This design comes from an exercise in tuning for small area, a short achievable clock period and few clock cycles per item on the open sky130 flow, not from production work. Only simulation tests tie the RTL to the original design; equivalence was not proved. No activity file was given, so power comes from the tool's default toggle rates.

## run.sh

```bash
#!/bin/bash
# synth_recipe.tcl (not shown) runs the flow's synth.tcl, then flattens the netlist and writes it again
# the make line also repeats each setting of config.mk as NAME=value (left out here)
make -C /OpenROAD-flow-scripts/flow DESIGN_CONFIG=/design/flow/config.mk WORK_HOME=/design/flow/orfs CLKGATE_MAP_FILE= SYNTH_SCRIPT=/design/flow/synth_recipe.tcl finish
```

## config.mk

```make
export PLATFORM = sky130hd
export DESIGN_NAME = arb_core
export DESIGN_NICKNAME = arb_core
export VERILOG_FILES = /design/flow/design.v
export SDC_FILE = /design/flow/constraint.sdc
export NUM_CORES = 4
export LEC_CHECK = 0
export CAP_MARGIN = 20
export CORE_MARGIN = 2
export CORE_UTILIZATION = 25
export SLEW_MARGIN = 20
```

## constraint.sdc

```tcl
create_clock -name core_clock -period 11.0 [get_ports {clk}]
set_input_delay 2.2000 -clock core_clock [delete_from_list [all_inputs] [get_ports {clk}]]
set_output_delay 2.2000 -clock core_clock [all_outputs]
set_load 0.01 [all_outputs]
```

## design.v

```verilog
module arb_core (
    input  wire        clk,
    input  wire        rst,           
    input  wire        in_valid,
    input  wire [7:0]  in_data,
    output wire        in_ready,
    output wire        out_valid,
    output wire [7:0]  out_data,
    input  wire        out_ready,
    input  wire        grant,         
    input  wire [4:0]  stat_sel,
    output reg  [31:0] stat_data,
    output wire        idle
);
    localparam [2:0] OP_BAD = 3'd0, OP_INIT_IN = 3'd1, OP_INIT_OUT = 3'd2,
                     OP_WRITE = 3'd3, OP_READ = 3'd4, OP_RESET = 3'd5;
    localparam [2:0] C_OK = 3'd0, C_INVALID = 3'd1, C_ALLOC = 3'd2, C_ALREADY = 3'd3,
                     C_UNINIT = 3'd4, C_ILLEGAL = 3'd5, C_FAULT = 3'd6;
    localparam [2:0] F_CMD = 3'd0, F_DEC = 3'd1, F_DESC = 3'd2, F_EXT = 3'd3,
                     F_MUL = 3'd4, F_INIT = 3'd5, F_WDATA = 3'd6;
    localparam [1:0] B_IDLE = 2'd0, B_RESP = 2'd1, B_DATA = 2'd2;
    reg        ls, lpfi, lpfo;
    reg [1:0]  fault;
    reg [7:0]  w, r;             
    reg [3:0]  pbi;              
    reg [4:0]  fsin, fsout;      
    reg [7:0]  rate_in;          
    reg [8:0]  cap;              
    reg [31:0] fin0, fout0, fout2;
    reg [4:0]  fin_ch, fin_bq, fout_ch, fout_bq;    
    reg [15:0] fin3h, fout3h;
    reg [4:0]  fin_ext, fout_ext;
    reg [7:0]  mem [0:255];      
    reg [7:0]  wp;               
    reg [7:0]  wb;               
    reg [7:0]  rp;               
    wire [8:0] nfr = {rate_in, 1'b0};
    reg [2:0]  fst;
    reg [3:0]  cnt;
    reg [2:0]  op;
    reg        rsv_nz;
    reg        pv;
    reg [31:0] len;              
    reg        write_ok;
    reg [4:0]  d_ch5, d_bq5;
    reg        d_chhi, d_bqhi, d_blo;
    reg [15:0] d_w3h;
    reg [15:0] ext_cnt;
    reg [4:0]  d_ext5;
    reg        d_ext_ok;
    reg [4:0]  d_fs5;
    reg        d_fs_ok;
    reg [1:0]  bst;
    reg [1:0]  bcnt;
    reg [31:0] data_left;        
    reg        job;              
    reg        ov;
    reg [7:0]  od;
    reg [5:0]  q0, q1;
    reg [1:0]  qn;
    reg        fa;               
    reg        zf;               
    reg [3:0]  pos;              
    reg [1:0]  sb;               
    reg [7:0]  a_conv;           
    reg        rd_conv;          
    reg [11:0] ld_cover;
    reg [7:0]  ld_a;
    reg [3:0]  ld_idx;
    reg [7:0]  sf [0:15];
    reg [3:0]  sf_wp, sf_rp;
    reg [4:0]  sf_n;
    wire [4:0] pbo = fa ? (fsout - {1'b0, pos}) : 5'd0;
    wire [7:0] w_inc  = w + 8'd1;
    wire [7:0] w_next = ({1'b0, w_inc} == nfr) ? 8'd0 : w_inc;
    wire [7:0] r_inc  = r + 8'd1;
    wire [7:0] r_next = ({1'b0, r_inc} == nfr) ? 8'd0 : r_inc;
    wire [8:0] wp_inc = {1'b0, wp} + 9'd1;
    wire [7:0] wp_next = (wp_inc == cap) ? 8'd0 : wp_inc[7:0];
    wire [8:0] rp_inc = {1'b0, rp} + 9'd1;
    wire [7:0] rp_next = (rp_inc == cap) ? 8'd0 : rp_inc[7:0];
    wire [8:0] rp_skip = {1'b0, rp} + {4'd0, fsin};
    wire [8:0] rp_skip_w = rp_skip - cap;
    wire [7:0] rp_frame = (rp_skip >= cap) ? rp_skip_w[7:0] : rp_skip[7:0];
    wire       ld_active = (ld_idx != 4'd0) || ((ld_cover != 12'd0) && (ld_a != 8'd0));
    wire       busy_back = job || ld_active;
    wire       wlast  = (pbi == 4'd1) || ((pbi == 4'd0) && (fsin == 5'd1));
    wire       wstall = write_ok && wlast && ld_active && (w_next == r);
    wire       q_full = qn[1];
    assign in_ready  = (fst == F_CMD) || (fst == F_DESC) || (fst == F_EXT) ||
                       ((fst == F_WDATA) && !wstall);
    assign out_valid = ov;
    assign out_data  = od;
    assign idle      = (fst == F_CMD) && (cnt == 4'd0) && (bst == B_IDLE) &&
                       (qn == 2'd0) && !ov && !busy_back;
    wire in_fire = in_valid && in_ready;
    always @(*) begin
        case (stat_sel)
            5'd0:  stat_data = {29'd0, lpfo, lpfi, ls};
            5'd1:  stat_data = {30'd0, fault};
            5'd2:  stat_data = {24'd0, w};
            5'd3:  stat_data = {24'd0, r};
            5'd4:  stat_data = {28'd0, pbi};
            5'd5:  stat_data = {27'd0, pbo};
            5'd6:  stat_data = {27'd0, fsin};
            5'd7:  stat_data = {27'd0, fsout};
            5'd8:  stat_data = {23'd0, nfr};
            5'd9:  stat_data = {23'd0, cap};
            5'd10: stat_data = fin0;
            5'd11: stat_data = {8'd0, fin_bq, 3'd0, 11'd0, fin_ch};
            5'd12: stat_data = {24'd0, rate_in};
            5'd13: stat_data = {fin3h, 11'd0, fin_ext};
            5'd14: stat_data = fout0;
            5'd15: stat_data = {8'd0, fout_bq, 3'd0, 11'd0, fout_ch};
            5'd16: stat_data = fout2;
            5'd17: stat_data = {fout3h, 11'd0, fout_ext};
            default: stat_data = 32'd0;
        endcase
    end
    wire       len_z  = (len == 32'd0);
    wire       legal  = !rsv_nz && (
                        ((op == OP_INIT_IN || op == OP_INIT_OUT) && len_z) ||
                        (op == OP_WRITE) ||
                        (op == OP_READ && !pv) ||
                        (op == OP_RESET && !pv && len_z));
    wire       ring_empty = (r == w);
    wire [8:0] a_diff = {1'b0, w} - {1'b0, r};
    wire [8:0] a_wrap = a_diff + nfr;
    wire [7:0] a_frames = a_diff[8] ? a_wrap[7:0] : a_diff[7:0];
    wire       len_gt_pbo = (len > {27'd0, pbo});
    wire [31:0] rem = len - {27'd0, pbo};
    wire [11:0] cover0 = !len_gt_pbo ? 12'd0 :
                         (rem[31:12] != 20'd0) ? 12'hFFF : rem[11:0];
    wire       need_conv = len_gt_pbo && !ring_empty;
    wire       conv_ok = lpfo && (fin_ch == fout_ch) &&
                         (fin_bq != 5'd0) && (fin_bq <= 5'd4) &&
                         (fout_bq != 5'd0) && (fout_bq <= 5'd4) &&
                         (fin_bq <= fout_bq);
    reg        dec_go;           
    reg        dec_push;         
    reg [5:0]  dec_resp;
    always @(*) begin
        dec_go   = 1'b0;
        dec_push = 1'b0;
        dec_resp = {1'b0, fault, C_OK};
        if (!legal) begin
            dec_go = !q_full; dec_push = 1'b1; dec_resp = {1'b0, fault, C_ILLEGAL};
        end else begin
            case (op)
            OP_INIT_IN, OP_INIT_OUT: begin
                if (pv) begin
                    dec_go = !busy_back;
                end else begin
                    dec_go = !q_full; dec_push = 1'b1;
                    dec_resp = {1'b0, fault, (op == OP_INIT_IN && ls) ? C_ALREADY : C_INVALID};
                end
            end
            OP_WRITE: begin
                dec_go = !q_full; dec_push = 1'b1;
                dec_resp = {1'b0, fault, !ls ? C_UNINIT : (len_z || !pv) ? C_INVALID : C_OK};
            end
            OP_READ: begin
                dec_go = !q_full && !busy_back; dec_push = 1'b1;
                if (!ls)
                    dec_resp = {1'b0, fault, C_UNINIT};
                else if (len_z)
                    dec_resp = {1'b0, fault, C_INVALID};
                else if (need_conv && !lpfo)
                    dec_resp = {1'b0, fault | 2'b01, C_FAULT};
                else if (need_conv && !conv_ok)
                    dec_resp = {1'b0, fault | 2'b10, C_FAULT};
                else
                    dec_resp = {1'b1, fault, C_OK};
            end
            default: begin  
                dec_go = !q_full && !busy_back; dec_push = 1'b1;
                dec_resp = {1'b0, fault, C_OK};
            end
            endcase
        end
    end
    wire [9:0]  d_fs_full = d_ch5 * d_bq5;
    wire [12:0] d_rf = data_left[7:0] * d_fs5;           
    wire        d_ch_ok   = d_chhi || (d_ch5 != 5'd0);
    wire        d_bits_ok = !d_blo && (d_bqhi || (d_bq5 != 5'd0));
    wire [1:0]  d_spec    = len[17:16];
    wire        in_valid_fmt  = ((d_spec == 2'd1) || (d_spec == 2'd2)) && d_ch_ok && d_bits_ok &&
                                (data_left != 32'd0);
    wire        out_valid_fmt = ((len[15:0] == 16'h0001) || ((len[15:0] == 16'hFFFE) && len[18])) &&
                                d_ch_ok && d_bits_ok;
    wire        cap_ok = (data_left[31:8] == 24'd0) && (d_rf <= 13'd128);
    reg        init_push;
    reg [2:0]  init_cause;
    always @(*) begin
        init_cause = C_OK;
        if (!d_ext_ok)
            init_cause = C_ILLEGAL;
        else if (op == OP_INIT_IN) begin
            if (ls)                 init_cause = C_ALREADY;
            else if (!in_valid_fmt) init_cause = C_INVALID;
            else if (!d_fs_ok || !cap_ok || !grant) init_cause = C_ALLOC;
        end else begin
            if (!out_valid_fmt)     init_cause = C_INVALID;
            else if (!d_fs_ok || !grant) init_cause = C_ALLOC;
        end
    end
    wire [2:0] src_b = fin_bq[2:0];
    wire [2:0] dst_b = fout_bq[2:0];
    wire [1:0] pad   = dst_b[1:0] - src_b[1:0];
    wire       slot_free = !ov || out_ready;
    wire [5:0] qh = q0;
    wire       c_new_real = !fa && (a_conv != 8'd0);
    wire       c_new_zero = !fa && (a_conv == 8'd0) && rd_conv;
    wire       c_tracked  = fa || c_new_real || c_new_zero;
    wire       c_zf       = fa ? zf : c_new_zero;
    wire [3:0] c_pos      = fa ? pos : 4'd0;
    wire [1:0] c_sb       = fa ? sb : 2'd0;
    wire       c_real     = c_tracked && !c_zf && (c_sb >= pad);
    wire       c_can      = !c_real || (sf_n != 5'd0);
    wire [7:0] c_byte     = c_real ? sf[sf_rp] : 8'd0;
    wire       do_data = slot_free && (bst == B_DATA) && c_can;
    wire       sf_pop  = do_data && c_real;
    wire       ld_fire = ld_active && !sf_n[4];
    wire       ld_fend = ld_fire && ({1'b0, ld_idx} == fsin - 5'd1);
    wire       w_fire = (fst == F_WDATA) && in_fire && write_ok;
    always @(posedge clk) begin
        if (w_fire)
            mem[wp] <= in_data;
        if (ld_fire)
            sf[sf_wp] <= mem[rp];
    end
    always @(posedge clk) begin
        if (rst) begin
            ls <= 1'b0; lpfi <= 1'b0; lpfo <= 1'b0; fault <= 2'd0;
            w <= 8'd0; r <= 8'd0; pbi <= 4'd0; fsin <= 5'd0; fsout <= 5'd0;
            rate_in <= 8'd0; cap <= 9'd0;
            fin0 <= 32'd0; fout0 <= 32'd0; fout2 <= 32'd0;
            fin_ch <= 5'd0; fin_bq <= 5'd0; fout_ch <= 5'd0; fout_bq <= 5'd0;
            fin3h <= 16'd0; fout3h <= 16'd0; fin_ext <= 5'd0; fout_ext <= 5'd0;
            wp <= 8'd0; wb <= 8'd0; rp <= 8'd0;
            fst <= F_CMD; cnt <= 4'd0; op <= OP_BAD; rsv_nz <= 1'b0; pv <= 1'b0;
            len <= 32'd0; write_ok <= 1'b0;
            d_ch5 <= 5'd0; d_bq5 <= 5'd0; d_chhi <= 1'b0; d_bqhi <= 1'b0; d_blo <= 1'b0;
            d_w3h <= 16'd0; ext_cnt <= 16'd0; d_ext5 <= 5'd0; d_ext_ok <= 1'b0;
            d_fs5 <= 5'd0; d_fs_ok <= 1'b0;
            bst <= B_IDLE; bcnt <= 2'd0; data_left <= 32'd0; job <= 1'b0;
            ov <= 1'b0; od <= 8'd0; q0 <= 6'd0; q1 <= 6'd0; qn <= 2'd0;
            fa <= 1'b0; zf <= 1'b0; pos <= 4'd0; sb <= 2'd0; a_conv <= 8'd0; rd_conv <= 1'b0;
            ld_cover <= 12'd0; ld_a <= 8'd0; ld_idx <= 4'd0;
            sf_wp <= 4'd0; sf_rp <= 4'd0; sf_n <= 5'd0;
        end else begin
            begin : queue
                reg push, pop;
                reg [5:0] pv6;
                push = 1'b0; pop = 1'b0; pv6 = 6'd0;
                if (fst == F_DEC && dec_go && dec_push) begin push = 1'b1; pv6 = dec_resp; end
                if (fst == F_INIT && !q_full) begin push = 1'b1; pv6 = {1'b0, fault, init_cause}; end
                if (slot_free && bst == B_RESP && bcnt == 2'd3) pop = 1'b1;
                if (pop) begin
                    q0 <= q1;
                    if (push) begin
                        if (qn == 2'd1) q0 <= pv6; else q1 <= pv6;
                    end else begin
                        qn <= qn - 2'd1;
                    end
                end else if (push) begin
                    if (qn == 2'd0) q0 <= pv6; else q1 <= pv6;
                    qn <= qn + 2'd1;
                end
            end
            if (slot_free) begin
                case (bst)
                B_IDLE: begin
                    if (qn != 2'd0) begin
                        ov   <= 1'b1;
                        od   <= {1'b0, qh[2:0], 3'b000, (qh[2:0] == C_OK)};
                        bcnt <= 2'd1;
                        bst  <= B_RESP;
                    end else begin
                        ov <= 1'b0;
                    end
                end
                B_RESP: begin
                    ov   <= 1'b1;
                    od   <= (bcnt == 2'd1) ? {6'd0, qh[4:3]} : 8'd0;
                    bcnt <= bcnt + 2'd1;
                    if (bcnt == 2'd3)
                        bst <= qh[5] ? B_DATA : B_IDLE;
                end
                default: begin  
                    if (c_can) begin
                        ov <= 1'b1;
                        od <= c_byte;
                        data_left <= data_left - 32'd1;
                        if (data_left == 32'd1) begin
                            bst <= B_IDLE;
                            job <= 1'b0;
                        end
                        if (c_tracked) begin
                            zf  <= c_zf;
                            sb  <= (c_sb == dst_b[1:0] - 2'd1) ? 2'd0 : c_sb + 2'd1;
                            pos <= c_pos + 4'd1;
                            fa  <= ({1'b0, c_pos} != fsout - 5'd1);
                        end
                        if (c_new_real) begin
                            a_conv  <= a_conv - 8'd1;
                            rd_conv <= 1'b1;
                        end
                    end else begin
                        ov <= 1'b0;
                    end
                end
                endcase
            end
            if (ld_fire) begin
                sf_wp <= sf_wp + 4'd1;
                rp    <= rp_next;
                if (ld_fend) begin
                    ld_idx   <= 4'd0;
                    r        <= r_next;
                    ld_a     <= ld_a - 8'd1;
                    ld_cover <= (ld_cover > {7'd0, fsout}) ? ld_cover - {7'd0, fsout} : 12'd0;
                end else begin
                    ld_idx <= ld_idx + 4'd1;
                end
            end
            if (sf_pop) sf_rp <= sf_rp + 4'd1;
            case ({ld_fire, sf_pop})
                2'b10: sf_n <= sf_n + 5'd1;
                2'b01: sf_n <= sf_n - 5'd1;
                default: ;
            endcase
            case (fst)
            F_CMD: begin
                if (in_fire) begin
                    case (cnt[2:0])
                        3'd0: len[7:0]   <= in_data;
                        3'd1: len[15:8]  <= in_data;
                        3'd2: len[23:16] <= in_data;
                        3'd3: len[31:24] <= in_data;
                        3'd4: begin pv <= in_data[0]; rsv_nz <= (in_data[7:1] != 7'd0); end
                        3'd5: rsv_nz <= rsv_nz || (in_data != 8'd0);
                        3'd6: rsv_nz <= rsv_nz || (in_data != 8'd0);
                        default: op <= (in_data >= 8'd1 && in_data <= 8'd5) ? in_data[2:0] : OP_BAD;
                    endcase
                    if (cnt[2:0] == 3'd7) begin
                        cnt <= 4'd0;
                        fst <= F_DEC;
                    end else begin
                        cnt <= cnt + 4'd1;
                    end
                end
            end
            F_DEC: begin
                if (dec_go) begin
                    fst <= F_CMD;
                    if (legal) begin
                        case (op)
                        OP_INIT_IN, OP_INIT_OUT: begin
                            if (pv) begin
                                fst <= F_DESC;
                                cnt <= 4'd0;
                            end
                        end
                        OP_WRITE: begin
                            write_ok <= ls && !len_z && pv;
                            if (pv && !len_z) fst <= F_WDATA;
                        end
                        OP_READ: begin
                            if (dec_resp[5]) begin
                                job       <= 1'b1;
                                data_left <= len;
                                rd_conv   <= 1'b0;
                                a_conv    <= a_frames;
                                ld_a      <= a_frames;
                                ld_cover  <= cover0;
                            end
                            fault <= dec_resp[4:3];
                        end
                        default: begin  
                            w <= 8'd0; r <= 8'd0; pbi <= 4'd0; fsin <= 5'd0; fsout <= 5'd0;
                            rate_in <= 8'd0; cap <= 9'd0;
                            fin0 <= 32'd0; fout0 <= 32'd0; fout2 <= 32'd0;
                            fin_ch <= 5'd0; fin_bq <= 5'd0; fout_ch <= 5'd0; fout_bq <= 5'd0;
                            fin3h <= 16'd0; fout3h <= 16'd0; fin_ext <= 5'd0; fout_ext <= 5'd0;
                            ls <= 1'b0; lpfi <= 1'b0; lpfo <= 1'b0;
                            wp <= 8'd0; wb <= 8'd0; rp <= 8'd0;
                            fa <= 1'b0; sf_wp <= 4'd0; sf_rp <= 4'd0; sf_n <= 5'd0;
                        end
                        endcase
                    end
                end
            end
            F_DESC: begin
                if (in_fire) begin
                    case (cnt)
                        4'd0:  len[7:0]   <= in_data;
                        4'd1:  len[15:8]  <= in_data;
                        4'd2:  len[23:16] <= in_data;
                        4'd3:  len[31:24] <= in_data;
                        4'd4:  begin d_ch5 <= in_data[4:0]; d_chhi <= (in_data[7:5] != 3'd0); end
                        4'd5:  d_chhi <= d_chhi || (in_data != 8'd0);
                        4'd6:  begin d_blo <= (in_data[2:0] != 3'd0); d_bq5 <= {in_data[7:3]}; end
                        4'd7:  d_bqhi <= (in_data != 8'd0);
                        4'd8:  data_left[7:0]   <= in_data;
                        4'd9:  data_left[15:8]  <= in_data;
                        4'd10: data_left[23:16] <= in_data;
                        4'd11: data_left[31:24] <= in_data;
                        4'd12: ext_cnt[7:0]  <= in_data;
                        4'd13: ext_cnt[15:8] <= in_data;
                        4'd14: d_w3h[7:0]    <= in_data;
                        default: d_w3h[15:8] <= in_data;
                    endcase
                    if (cnt == 4'd15) begin
                        cnt      <= 4'd0;
                        d_ext_ok <= (ext_cnt <= 16'd22);
                        d_ext5   <= ext_cnt[4:0];
                        fst      <= (ext_cnt == 16'd0) ? F_MUL : F_EXT;
                    end else begin
                        cnt <= cnt + 4'd1;
                    end
                end
            end
            F_EXT: begin
                if (in_fire) begin
                    ext_cnt <= ext_cnt - 16'd1;
                    if (ext_cnt == 16'd1) fst <= F_MUL;
                end
            end
            F_MUL: begin
                d_fs5   <= d_fs_full[4:0];
                d_fs_ok <= !d_chhi && !d_bqhi && (d_fs_full <= 10'd16);
                fst     <= F_INIT;
            end
            F_INIT: begin
                if (!q_full) begin
                    fst <= F_CMD;
                    if (init_cause == C_OK) begin
                        w <= 8'd0; r <= 8'd0;
                        if (op == OP_INIT_IN) begin
                            fin0 <= len; fin_ch <= d_ch5; fin_bq <= d_bq5;
                            rate_in <= data_left[7:0];
                            fin3h <= d_w3h; fin_ext <= d_ext5;
                            fsin <= d_fs5; cap <= {d_rf[7:0], 1'b0};
                            ls <= 1'b1; lpfi <= 1'b1;
                            pbi <= 4'd0; wp <= 8'd0; wb <= 8'd0; rp <= 8'd0;
                        end else begin
                            fout0 <= len; fout_ch <= d_ch5; fout_bq <= d_bq5;
                            fout2 <= data_left;
                            fout3h <= d_w3h; fout_ext <= d_ext5;
                            fsout <= d_fs5; lpfo <= 1'b1;
                            rp <= wb;
                            fa <= 1'b0; sf_wp <= 4'd0; sf_rp <= 4'd0; sf_n <= 5'd0;
                        end
                    end
                end
            end
            F_WDATA: begin
                if (in_fire) begin
                    len <= len - 32'd1;
                    if (len == 32'd1) fst <= F_CMD;
                    if (write_ok) begin
                        wp <= wp_next;
                        if (wlast) begin
                            pbi <= 4'd0;
                            w   <= w_next;
                            wb  <= wp_next;
                            if (w_next == r) begin
                                r  <= r_next;
                                rp <= rp_frame;
                            end
                        end else begin
                            pbi <= ((pbi == 4'd0) ? fsin[3:0] : pbi) - 4'd1;
                        end
                    end
                end
            end
            default: fst <= F_CMD;
            endcase
        end
    end
endmodule
```

==> impl_results.md <==
- Status: finished clean
- Layout area overhead: 13.60%
- Synth Flop Type: edfxtp_1
- Chip height: 673.8 microns
- Data required, critical path: 8.80 ns
- Gpl congestion: 0.8957
- Clk root buf: clkbuf_16
- Post-route cell area: 127,400 sq um
- Fillers: 44.01k
- P_int: 16.41 mW
- Flop pwr share: 50.3%
- Largest family of logic cells by synthesized area: multiplexers
- Largest net degree at the start of global routing: 128
- Gate Count Post-Synth: 7,097
- Unrepaired setup endpoints after global routing: no
- Clk buf depth: 4
- Worst Skew: 0.1206 ns
- Power per cell area: 171.7 nW/um^2
- WL met2: 144,200 microns
- R2R depth: 16
- Synth Net Count: 7,286
- Metal3 WL: 27,650 microns
- Post-Synth Simple-Gate Area: 6.939%
- Fraction of layout cells with a size suffix above 1: 18.04%
- Post-synthesis mux area share: 14.75%
- Startpoint types: input port
- Cell Area, Synth: 112,200 sq um
- Worst slew pin tran: 1.169 ns
- Leakage Power: 38.37 nW
- Worst r2r dst: fin3h[15]$_SDFFE_PP0P_
- Via/cell ratio: 5.013
- Worst path arrival time: 5.24 ns
- R2R setup slack: 4.62 ns
- Final Hold Viols: 0
- DR top layer: met5
- Synth Area in XOR/XNOR: 1.360%
- Max Fclk: 0.1344 GHz
- Clock Sinks: 2,624
- Total wire length: 313,800 microns
- Tmin final: 7.439 ns
- First-pass GRT wire length: 456,700 microns
- Switching pwr: 5.468 mW
- DR iter-0 viols: 8,647
- Ports: 61
- Worst Setup End Kind: output pin
- Final layout net count: 7,243
- Post-synth ARST share: 0%
- DRC: 0
- Max-Cap Viols: 0
- CTS H-tree depth: 4
- Most frequent cells in the layout: edfxtp_1 (2,176), mux4_2 (688), nor2_1 (619), dfxtp_1 (440), nand2_1 (399)
- Met1 WL: 132,000 microns
- Die area: 454,000 sq um
- Reg2reg start: data_left[2]$_SDFF_PP0_
- Number of synthesized flops with an enable pin: 2,176
- Initial core utilization: 25.15%
- Initial antenna violation count: 17
- Placed standard-cell area: 119,500 sq um
- Combinational power share: 10.9%
- Hold depth: 2
- WL/cell: 23.81 microns
- Hold_ws: 0.4481 ns
- Cts repair resizes: 0
- Max FO, Critical Path: 15
- Core area: 446,000 sq um
- Grt ovf: 0
- # hold bufs at CTS: 0
- Worst min path class: reg -> reg
- Worst slew margin: 21.48%
- DRT Pass-1 Iters: 13
- Final Setup Violations: 0
- Final Total Pwr: 21.88 mW
- Yosys cell types: 100
- Antenna viol nets, final: 0
- Vias in the first global route: 65.06k
- Commonest non-fill, non-tap cell in the layout: edfxtp_1
- Hold path start: fout0[15]$_SDFFE_PP0P_
- Synth warn: 1
- Max Slew Vio Count: 0
- Tot GR Track Use: 13.38%
- Sw frac: 24.99%
- FF+latch count, synth: 2,624
- Core Rows: 245
- Worst vdd ir: 0.1427 mV
- TNS Setup: 0 ns
- Hpwl dp: 201,100 microns
- Clock latency on the worst-skew pair: 0.97 ns
- Clock transition at path regs: 0.06 ns
- IO buf count: 60
- Setup CP Type: in -> out
- WHS Endpoint: fout0[15]$_SDFFE_PP0P_
- Period utilization: 67.62%
- Complex-gate fraction of the synthesized area: 6.346%
- Clk pwr share: 38.8%
- Sequential element share of the synthesized area: 66.26%
- Post-CTS setup buffer count: 0
- Syn avg cell area: 15.80 sq um
- DR vias: 66.09k
- Die W: 673.8 microns
- Total CTS buffers: 247
- CTS tree: yes
- Synth Area in Adders: 2.142%
[final cells by class]
| type | instances | area, sq um | share of cell area (%) |
|---|---|---|---|
| Sequential cell | 2624 | 74330 | 58.34 |
| Inverter | 159 | 596.8 | 0.4684 |
| Tap cell | 5928 | 7417 | 5.822 |
| Clock inverter | 148 | 1388 | 1.089 |
| Antenna cell | 6 | 15.01 | 0.01178 |
| Timing Repair Buffer | 181 | 1672 | 1.312 |
| Clock buffer | 296 | 6457 | 5.068 |
| Multi-Input combinational cell | 3841 | 35530 | 27.89 |
[sequential cells by signal, indices dropped and copies added, names as in the netlist, 12 cells and up]
name / count
len: 32
fout3h: 16
sf: 128
fin3h: 16
data_left: 32
fin0: 32
ext_cnt: 16
d_w3h: 16
ld_cover: 12
fout2: 32
fout0: 32
mem: 2048
[through the flow]
step | setup slack (ns) | utilization (%) | std cells
3_3_place_gp | 3.610 | 26.79 | 12730
2_1_floorplan | 5.105 | - | 7097
6_report | 3.561 | 28.56 | 13180
3_5_place_dp | 3.612 | 26.79 | 12730
5_1_grt | 3.442 | 28.56 | 13180
4_1_cts | 3.604 | 28.55 | 13180
[critical path, cell delays in order]
cell             delay, ns
clkdlybuf4s50_1       0.68
nor2_1                0.19
nand2_1               0.15
nor3_1                0.82
a22oi_1               0.27
nand3_1               0.15
nor2_1                0.06
o21ai_0               0.12
clkdlybuf4s50_1       0.60
[power groups by stage]
stage | clock (mW) | sequential [mW] | combinational, mW
2_1_floorplan | 0 | 11.1 | 1.58
3_3_place_gp | 0 | 11.2 | 2.33
3_5_place_dp | 0 | 11.2 | 2.37
4_1_cts | 8.61 | 11.0 | 2.38
5_1_grt | 8.99 | 11.0 | 2.53
6_report | 8.49 | 11.0 | 2.38
[routing by layer]
layer,up-vias,track usage [%]
li1,27890,-
met5,-,0
met3,549,2.527
met2,3231,20.97
met1,34410,18.78
met4,10,4.054
[Yosys cell counts (10+ instances only)]
library cell / n / share of area (%)
nor4_1: 41 / 0.23
nand3_1: 145 / 0.65
xnor2_1: 101 / 0.79
nand2_1: 408 / 1.4
and2_1: 66 / 0.37
buf_4: 11 / 0.074
fa_1: 35 / 0.62
o32ai_1: 17 / 0.13
a22oi_1: 160 / 1.1
a21o_1: 27 / 0.18
inv_1: 157 / 0.53
mux2_2: 25 / 0.25
clkbuf_1: 345 / 1.2
a221oi_1: 19 / 0.15
a22o_1: 67 / 0.52
mux4_2: 688 / 14
nand3b_1: 29 / 0.19
or3_1: 58 / 0.32
nor2b_1: 33 / 0.18
o22ai_1: 25 / 0.14
o21ai_0: 174 / 0.78
o31ai_1: 14 / 0.094
and3_1: 21 / 0.12
a211oi_1: 43 / 0.29
or4_1: 13 / 0.087
ha_1: 136 / 1.5
mux2i_1: 75 / 0.67
o21a_1: 18 / 0.12
a31oi_1: 44 / 0.25
nor3b_1: 10 / 0.067
a222oi_1: 33 / 0.29
nand4_1: 37 / 0.21
edfxtp_1: 2176 / 58
and4_1: 10 / 0.078
buf_1: 77 / 0.26
a21oi_1: 264 / 1.2
nor2_1: 624 / 2.1
nor3_1: 111 / 0.50
buf_2: 38 / 0.17
nand2b_1: 19 / 0.11
xor2_1: 68 / 0.53
dfxtp_1: 448 / 8.0
[how the worst max path moves through the flow]
stage | slack [ns] | from | cells after the start | end
global placement | 3.61 | stat_sel[2] | 9 | stat_data[4]
floorplan | 5.10 | stat_sel[1] | 7 | stat_data[8]
finish | 3.56 | stat_sel[2] | 9 | stat_data[4]
CTS | 3.60 | stat_sel[3] | 8 | stat_data[3]
global route | 3.44 | stat_sel[2] | 9 | stat_data[4]
detailed placement | 3.61 | stat_sel[3] | 8 | stat_data[3]
[cells by family (layout without fill, tap and decap cells)]
group           count (synthesis)  after routing
compound gates               1042           1042
buf+inv                       632            784
other cells                     0              6
flops                        2624           2624
mux                           789            789
fa+ha+maj                     171            171
xor+xnor                      171            171
simple gates                 1668           1668
Testbench counts, summed over its fixed seeds: cycles 62,215, bytes 67,703.

==> what the ideal ports hide <==
How much do the figures lean on ideal ports? The routed layout below was timed once more, with nothing changed but the port constraints. Step 1 sets driving cells, clkbuf_16 on the clock port and buf_2 on the other inputs (assumed; they add their load-dependent delay and slew). Step 2 adds t to the input delays and takes it off the output delays; t is the mean of the earliest and latest rising clock arrival at the registers after step 1. Input paths then give back, and output paths get back, about the clock's delay inside the block. a / b / c = no drivers / after step 1 / after step 2; a / b = the first two.
t (ns): 1.012
slack for setup (ns): 3.561 / 3.531 / 3.531
latest minus earliest clock arrival (ns): 0.128 / 0.128
slew at the worst register clock pin (ns): 0.07 / 0.07
worst slew at a driven data input, ns: 0.17
After both steps setup and hold are still met in this run. For this run, drivers alone change the setup slack by -0.030 ns; drivers and shift together by -0.030 ns.
